From an optimization exercise on the open Yosys and OpenROAD flow, aimed at small area; shortcuts taken in it are not production practice. In this exercise RTL edits were held to simulation tests only and were not proved equivalent to the original. Power is estimated from default activity; no workload was simulated.

==> design/flow/design.v <==
module rc_core (
    input  wire        clk,
    input  wire        rst,
    input  wire [15:0] TB,
    input  wire        CH_IN,
    input  wire        ADC_DONE,
    input  wire [9:0]  ADC_DATA,
    output wire        PWM_OUT,
    output wire        DIR_FWD,
    output wire        DIR_REV,
    output wire        IND_A,
    output wire        IND_B,
    output wire        ADC_START
);
    localparam [1:0] IDLE = 2'd0, WAIT = 2'd1, LAST = 2'd2, EVAL = 2'd3;
    function automatic [15:0] sub16(input [15:0] a, input [15:0] b);
        integer i;
        reg c;
        begin
            c = 1'b1;
            for (i = 0; i < 16; i = i + 1) begin
                sub16[i] = a[i] ^ ~b[i] ^ c;
                c = (a[i] & ~b[i]) | (a[i] & c) | (~b[i] & c);
            end
        end
    endfunction
    function automatic lt10(input [9:0] a, input [9:0] b, input cin);
        integer i;
        reg c;
        begin
            c = cin;
            for (i = 0; i < 10; i = i + 1)
                c = (~a[i] & b[i]) | (~a[i] & c) | (b[i] & c);
            lt10 = c;
        end
    endfunction
    function automatic [12:0] add13(input [12:0] a, input [9:0] b);
        integer i;
        reg c;
        reg bi;
        begin
            c = 1'b0;
            for (i = 0; i < 13; i = i + 1) begin
                bi = (i < 10) ? b[i] : 1'b0;
                add13[i] = a[i] ^ bi ^ c;
                c = (a[i] & bi) | (a[i] & c) | (bi & c);
            end
        end
    endfunction
    function automatic [8:0] add9k(input [8:0] x, input cin);
        integer i;
        reg c;
        reg [8:0] k;
        begin
            k = 9'd476;
            c = cin;
            for (i = 0; i < 9; i = i + 1) begin
                add9k[i] = x[i] ^ k[i] ^ c;
                c = (x[i] & k[i]) | (x[i] & c) | (k[i] & c);
            end
        end
    endfunction
    reg [2:0]  phase;           
    reg        prev_level;
    reg [15:0] pulse_start;     
    reg [9:0]  cmd_mag;         
    reg        cmd_rev;         
    reg [15:0] t_valid;         
    reg        sig_lost;
    reg        pwm_pend;        
    reg [1:0]  dir_pend;        
    reg        pwm_out;
    reg [1:0]  dir_out;
    reg [1:0]  bat_state;
    reg [15:0] last_trigger;
    reg [12:0] acc_sum;         
    reg [2:0]  acc_cnt;
    reg        adc_pend;        
    reg        adc_start;
    reg [1:0]  bat_level;
    reg        blink_phase;
    wire p1 = !phase[2] && !phase[0];
    wire p2 = !phase[1] &&  phase[0];
    wire p3 =  phase[1] &&  phase[0];
    wire [15:0] dur       = sub16(TB, pulse_start);
    wire        dur_valid = (dur >= 16'd800) && (dur <= 16'd2200);
    wire        vfall     = prev_level && !CH_IN && dur_valid;
    wire       map_rev = (dur[11:0] < 12'd1450);
    wire       map_fwd = (dur[11:0] > 12'd1550);
    wire       map_sat = map_rev ? (dur[11:0] < 12'd989) : !map_fwd;
    wire       map_zero = map_fwd && (dur[11:0] > 12'd2011);
    wire [8:0] map_v   = add9k(~dur[8:0], map_rev);
    wire [9:0] map_mag = map_sat ? 10'h3ff : map_zero ? 10'h000 : {map_v, !map_rev};
    wire [15:0] since_valid = sub16(TB, t_valid);
    wire        gated       = (bat_level == 2'd0) || sig_lost;
    wire        mag_full    = &cmd_mag;
    wire        pwm_cmp     = lt10(TB[9:0], cmd_mag, mag_full);
    wire [1:0]  cmd_dir     = {cmd_rev, !cmd_rev && !mag_full};
    wire [15:0] since_trigger = sub16(TB, last_trigger);
    wire [1:0]  classify      = (acc_sum >= 13'd4800 ? 2'd1 : 2'd0) +
                                (acc_sum >= 13'd5600 ? 2'd1 : 2'd0) +
                                (acc_sum >= 13'd6400 ? 2'd1 : 2'd0);
    always @(posedge clk) begin
        if (rst)
            phase <= 3'b000;
        else
            phase <= {phase[1], phase[0], !phase[2] && !phase[1]};
    end
    always @(posedge clk) begin
        if (p1) begin
            if (!prev_level)
                pulse_start <= TB;
            if (vfall) begin
                cmd_mag <= map_mag;
                cmd_rev <= map_rev;
                t_valid <= pulse_start;
            end
        end
        if (p1 && bat_state == IDLE) begin
            acc_sum <= 13'd0;
            acc_cnt <= 3'd0;
        end else if (p1 && bat_state == WAIT && ADC_DONE) begin
            acc_sum <= add13(acc_sum, ADC_DATA);
            acc_cnt <= acc_cnt + 3'd1;
        end
    end
    always @(posedge clk) begin
        if (rst) begin
            prev_level   <= 1'b0;
            sig_lost     <= 1'b1;
            pwm_out      <= 1'b1;
            dir_out      <= 2'b00;
            bat_state    <= IDLE;
            last_trigger <= 16'd0;
            adc_start    <= 1'b0;
            bat_level    <= 2'd0;
            blink_phase  <= 1'b0;
        end else begin
            if (p1) begin
                prev_level <= CH_IN;
                sig_lost   <= !vfall && (sig_lost || (since_valid >= 16'd50000));
                case (bat_state)
                    IDLE: if (since_trigger >= 16'd50000) begin
                        last_trigger <= TB;
                        bat_state    <= WAIT;
                    end
                    WAIT: if (ADC_DONE) begin
                        if (acc_cnt == 3'd7)
                            bat_state <= LAST;
                        else
                            last_trigger <= TB;
                    end else if (since_trigger >= 16'd20000) begin
                        bat_state <= IDLE;
                    end
                    LAST: bat_state <= EVAL;
                    default: ;
                endcase
            end
            if (p2) begin
                pwm_out <= pwm_pend;
                dir_out <= dir_pend;
            end
            if (p3) begin
                adc_start <= adc_pend;
                if (bat_state == EVAL) begin
                    bat_level   <= classify;
                    blink_phase <= !blink_phase;
                    bat_state   <= IDLE;
                end
            end
        end
    end
    always @(posedge clk) begin
        pwm_pend <= gated || pwm_cmp;
        if (gated)
            dir_pend <= 2'b00;
        else if (cmd_mag != 10'd0)
            dir_pend <= cmd_dir;
        else
            dir_pend <= dir_out;
    end
    always @(posedge clk) begin
        if (p1)
            adc_pend <= (bat_state == IDLE && since_trigger >= 16'd50000) ||
                        (bat_state == WAIT && ADC_DONE && acc_cnt != 3'd7);
    end
    assign PWM_OUT   = pwm_out;
    assign DIR_FWD   = dir_out[0];
    assign DIR_REV   = dir_out[1];
    assign ADC_START = adc_start;
    assign IND_A = (bat_level == 2'd0) ? blink_phase :
                   (bat_level == 2'd1) ? 1'b1 : 1'b0;
    assign IND_B = (bat_level == 2'd2) ? 1'b1 :
                   (bat_level == 2'd3) ? blink_phase : 1'b0;
endmodule
==> design/flow/run.sh <==
#!/bin/bash
# synth_recipe.tcl (not shown) runs the flow's synth.tcl, then flattens the netlist and writes it again
# the make line also repeats each setting of config.mk as NAME=value (left out here)
make -C /OpenROAD-flow-scripts/flow DESIGN_CONFIG=/design/flow/config.mk WORK_HOME=/design/flow/orfs CLKGATE_MAP_FILE= SYNTH_SCRIPT=/design/flow/synth_recipe.tcl finish
==> design/flow/config.mk <==
export PLATFORM = sky130hd
export DESIGN_NAME = rc_core
export DESIGN_NICKNAME = rc_core
export VERILOG_FILES = /design/flow/design.v
export SDC_FILE = /design/flow/constraint.sdc
export NUM_CORES = 4
export LEC_CHECK = 0
export CAP_MARGIN = 0
export CORE_MARGIN = 2
export CORE_UTILIZATION = 40
export CTS_BUF_LIST = sky130_fd_sc_hd__clkbuf_8
export CTS_CLUSTER_DIAMETER = 100
export CTS_CLUSTER_SIZE = 10
export SLEW_MARGIN = 0
==> design/flow/constraint.sdc <==
create_clock -name core_clock -period 10.0 [get_ports {clk}]
set_input_delay 2.0000 -clock core_clock [delete_from_list [all_inputs] [get_ports {clk}]]
set_output_delay 2.0000 -clock core_clock [all_outputs]
set_load 0.01 [all_outputs]
==> notes.md <==
## synthesized netlist by cell type (4+ instances only)
cell type / count
xnor2_1: 4
nor2b_1: 13
nor2_1: 35
o21ai_0: 13
nand2_1: 36
dfxtp_1: 49
inv_1: 73
nand4_1: 4
clkbuf_1: 5
mux2i_1: 23
nor3_1: 4
edfxtp_1: 44
maj3_1: 4
a21oi_1: 19
nand2b_1: 4
nand3_1: 4
fa_1: 52
ha_1: 16
## through the flow
step | area, µm² | worst slack, ns | utilization [%] | hold WS [ns] | cells
global route | 6042 | 0.4616 | 47.49 | 0.4440 | 685
CTS | 6042 | 0.8581 | 47.49 | 0.4189 | 685
global placement | 5856 | 0.6949 | 46.03 | 0.4047 | 669
detailed placement | 5856 | 0.3906 | 46.03 | 0.4064 | 669
floorplan | 5276 | 0.2356 | - | 0.3928 | 465
finish | 6042 | 0.8738 | 47.49 | 0.4154 | 685
## cell usage in the layout (no fill, tap or decap), drive strengths merged, types with 4 or more instances in the layout
master         count
nand2             36
nand4              4
edfxtp            44
a21oi             19
nand3              4
maj3               4
fa                52
nor2              35
dfxtp             49
mux2i             23
xnor2              4
clkbuf            10
a31oi              4
nand2b             4
nor3               4
buf                5
inv               78
o21ai             15
ha                16
nor2b             13
clkdlybuf4s50     35
## critical path, cell delays in order
cell and delay (ns):
clkdlybuf4s50_1 0.47, inv_1 0.14, ha_1 0.15, inv_1 0.05
fa_1 0.37, fa_1 0.39, fa_1 0.40, fa_1 0.40
fa_1 0.39, fa_1 0.39, fa_1 0.39, fa_1 0.38
fa_1 0.36, inv_1 0.07, fa_1 0.15, inv_1 0.04
fa_1 0.34, inv_1 0.07, fa_1 0.15, inv_1 0.05
fa_1 0.35, inv_1 0.07, fa_1 0.15, nor4bb_1 0.32
o2111ai_1 0.21, a2111oi_4 0.64, buf_12 0.26
## layout make-up
class	instances	area, µm²
timing repair buffer	40	400.4
fill	1205	6680
clock buffer	10	137.6
clock inverter	6	48.80
inverter	74	282.8
sequential	93	2302
tap	172	215.2
multi-input combinational	290	2655
## kinds of logic after synthesis
logic type	count (synthesis)	synth area share, %
xor gates and xnor gates	8	1.614
DFF	93	43.68
adders and majority gates	72	24.31
AOI/OAI and AO/OA	68	8.690
buffers and inverters	82	6.291
muxes	23	4.368
and+or+nand+nor	119	11.04
## power groups by stage
stage	Clock [mW]	Sequential [mW]	Combinational, mW
detailed placement	0	0.450	0.234
global placement	0	0.450	0.228
floorplan	0	0.447	0.162
global route	0.270	0.444	0.268
CTS	0.256	0.441	0.236
finish	0.247	0.441	0.233
## routing by layer
layer | track usage, % | up-vias
met5 | 0 | -
met4 | 6.250 | 0
met3 | 4.488 | 17
met2 | 25.54 | 63
met1 | 20.06 | 1690
li1 | - | 1642
## flip-flops by register name, indices dropped and copies added (netlist names), 2 cells and up
register      cells
last_trigger     16
pulse_start      16
t_valid          16
acc_sum          13
cmd_mag          10
acc_cnt           3
phase             3
bat_level         2
bat_state         2
dir_out           2
dir_pend          2
## worst max-delay path by stage
stage,start,endpoint,slack [ns],cells past startpoint
6_report,TB[0],t_valid[2],0.87,27
5_1_grt,TB[0],cmd_mag[9],0.46,30
4_1_cts,TB[0],t_valid[10],0.86,27
3_5_place_dp,TB[0],cmd_mag[0],0.39,27
3_3_place_gp,TB[0],t_valid[1],0.69,27
2_1_floorplan,TB[0],cmd_mag[0],0.24,25
==> notes.md <==
Outcome:
- The flow ran to the end and the layout has no timing, DRC or antenna violations.

Detailed routing:
- The top metal layer carrying routed signals is met4.
- In this run, the number of DRC markers left after iteration 0 of detailed routing was 173.
- Before antenna repair, the detailed router went through 4 iterations.
- The remaining antenna violation count is 0.
- After detailed routing, the number of vias per cell comes to 4.981.
- For this block, the routed nets add up to 10260 µm of wire.
- The via count of the routed design is 3412.
- The routed design uses 4942 µm of met2 wire.
- The routed length on met1 is 4612 µm.
- In the final routed layout, each cell accounts on average for 14.97 µm.
- In the routed design, unresolved DRC markers number 0.
- The amount of wire on met3 after detailed routing is 456 µm.

Clocking:
- In this run, CTS created clock tree buffers numbering 9.
- No sink is reached through more buffers than the 2 on the longest clock path.
- The clock transition at the registers of the reported paths is 0.08 ns.
- The count of hold-fix buffers inserted at cts is 0.
- The clock tree from TritonCTS is done.
- The level count of the clock H-tree is 3.
- Once the clock tree was built, the resizer swapped 0 gates to a different size.
- The clock tree root driver cell is clkbuf_8.
- The TritonCTS sink count is 93.
- The number of setup buffers added after CTS is 0.
- The clock latency reported for the late side of the worst-skew pair is 0.37 ns.

Worst setup path:
- STA classifies the critical path endpoint as a register.
- The type of the worst setup path is primary input to register.
- The kind of start point of the critical path is a primary input.
- The setup slack on the worst flop-to-flop path is 2.74 ns.
- The depth of the worst register-to-register path is 25.
- At the worst endpoint, the required time is 10.07 ns.
- For the worst setup path, the data arrival time is 9.20 ns.
- The worst register-to-register path ends at t_valid[2].
- Of all nets on the critical path, the largest fanout is 23.
- The start of the worst register-to-register path is pulse_start[0].

Power:
- The sequential fraction of design power is 47.9%.
- The fraction of power spent switching nets is 30.01%.
- The analysis attributes to cell leakage a power of 2.392 nW.
- Per report_power, the combinational group accounts for 25.3% of the total.
- The power share of the clock group is 26.8%.
- The switching component of the power is 0.2764 mW.
- Across the VDD grid, the largest voltage drop is 59.53 µV.
- Power spread over the standard cell area amounts to 152.4 nW/µm².
- The internal power of the cells is 0.6446 mW.
- The design draws 0.9210 mW.

GRT:
- The first global-routing pass estimated 17180 µm of wire.
- The global router's overall resource usage is 15.82%.
- Entering global routing, the biggest net connects 30 pins.
- After global routing the overflow that remains totals 0.
- The number of global-route vias before repair was 3523.
- The number of antenna violations at the first check in global routing came to 0.

Synthesis:
- The mean instance size in the synthesized netlist is 11.33 µm².
- The number of cells produced by synthesis is 465.
- The share of flip-flops with an asynchronous set or reset is 0%.
- The cell type with the highest aggregate area in the netlist is edfxtp_1.
- In the synthesized netlist the dominant register cell turns out to be dfxtp_1.
- The count of flip-flops with a built-in enable after synthesis is 44.
- Summing the sequential cell areas from Yosys gives 43.68% of the chip area.
- The number of register bits inferred by synthesis is 93.
- The number of library cell types mapped by synthesis is 56.
- For this run, the number of Yosys warnings is 1.
- The share of synthesized area in the top cell type comes to 25.07%.
- Counting every net in the synthesized netlist gives 563.
- The synthesized netlist occupies a cell area of 5270 µm².
- Ranked by total cell area, the synthesized netlist is headed by edfxtp_1, fa_1, dfxtp_1, inv_1, mux2i_1.

Timing:
- Measured against its own limit, the worst slew margin works out to 22.81%.
- The fmax is 109.6 MHz.
- Setup repair after global routing left no endpoint under its margin.
- The final setup TNS is 0 ns.
- The number of hold-slack violations in the final timing report was 0.
- The total count of max-transition violations in the final report was 0.
- The smallest clock period supported by the final layout is computed as 9.126 ns.
- The count of final setup violators is 0.
- The worst-margin pin slew is 1.154 ns.
- The final setup skew is 0.009809 ns.
- In the finished design, the share of the clock period the worst path needs comes to 91.26%.

Floorplanning:
- The die is 118.8 µm tall.
- For this configuration, the core starts out at a cell density of 41.42%.
- The die covers 14110 µm².
- The initialized floorplan defines 41 standard-cell rows.
- The number of primary I/O pins is 36.
- After floorplanning, the core was sized to cover 12720 µm².
- Measured along the x axis, the die boundary spans 118.8 µm.

Cells and area:
- In the final design database the tool counted 606 nets.
- Compared with the post-synthesis result, the final layout area differs by 14.65%.
- The repair_antennas step left the layout with diodes totalling 0.
- Of the cells placed in the final design, the portion with a size suffix greater than 1 is 4.094%.

Hold path:
- The worst hold path terminates at phase[0].
- Along the worst hold path, the cell count comes to 1.
- The launch instance of the worst min-delay path is phase[2].
- The tightest min-delay check is of the register to register type.

Placed design:
- Detailed placement ended at an HPWL of 7740 µm.
- During placement, the flow inserted port buffers numbering 35.
- The placer's final routability congestion estimate is 0.8403.

Run:
- The max-capacitance violation count is 0.

==> re-timing with driven ports <==
How much do the figures lean on ideal ports? The routed layout below was timed once more, with nothing changed but the port constraints.
Step 1 (the two cells are an assumption about what drives the block):
set clk [get_ports {clk}]
set_driving_cell -lib_cell sky130_fd_sc_hd__clkbuf_16 $clk
set_driving_cell -lib_cell sky130_fd_sc_hd__buf_2 [delete_from_list [all_inputs] $clk]
Step 2 times the ports against the registers' clock, not the clock port: input delays grow and output delays shrink by t, the midpoint of the rising clock arrivals with the driver on.
Slacks: ideal / step 1 / step 2; pairs: ideal / step 1.
shift t [ns]: 0.400
slack for setup (ns): 0.874 / 0.885 / 0.485
worst register clock-pin slew, ns: 0.09 / 0.09
worst slew at a driven data input, ns: 0.03
After both steps setup and hold are still met in this run. For this run, drivers alone change the setup slack by +0.011 ns; drivers and shift together by -0.389 ns.
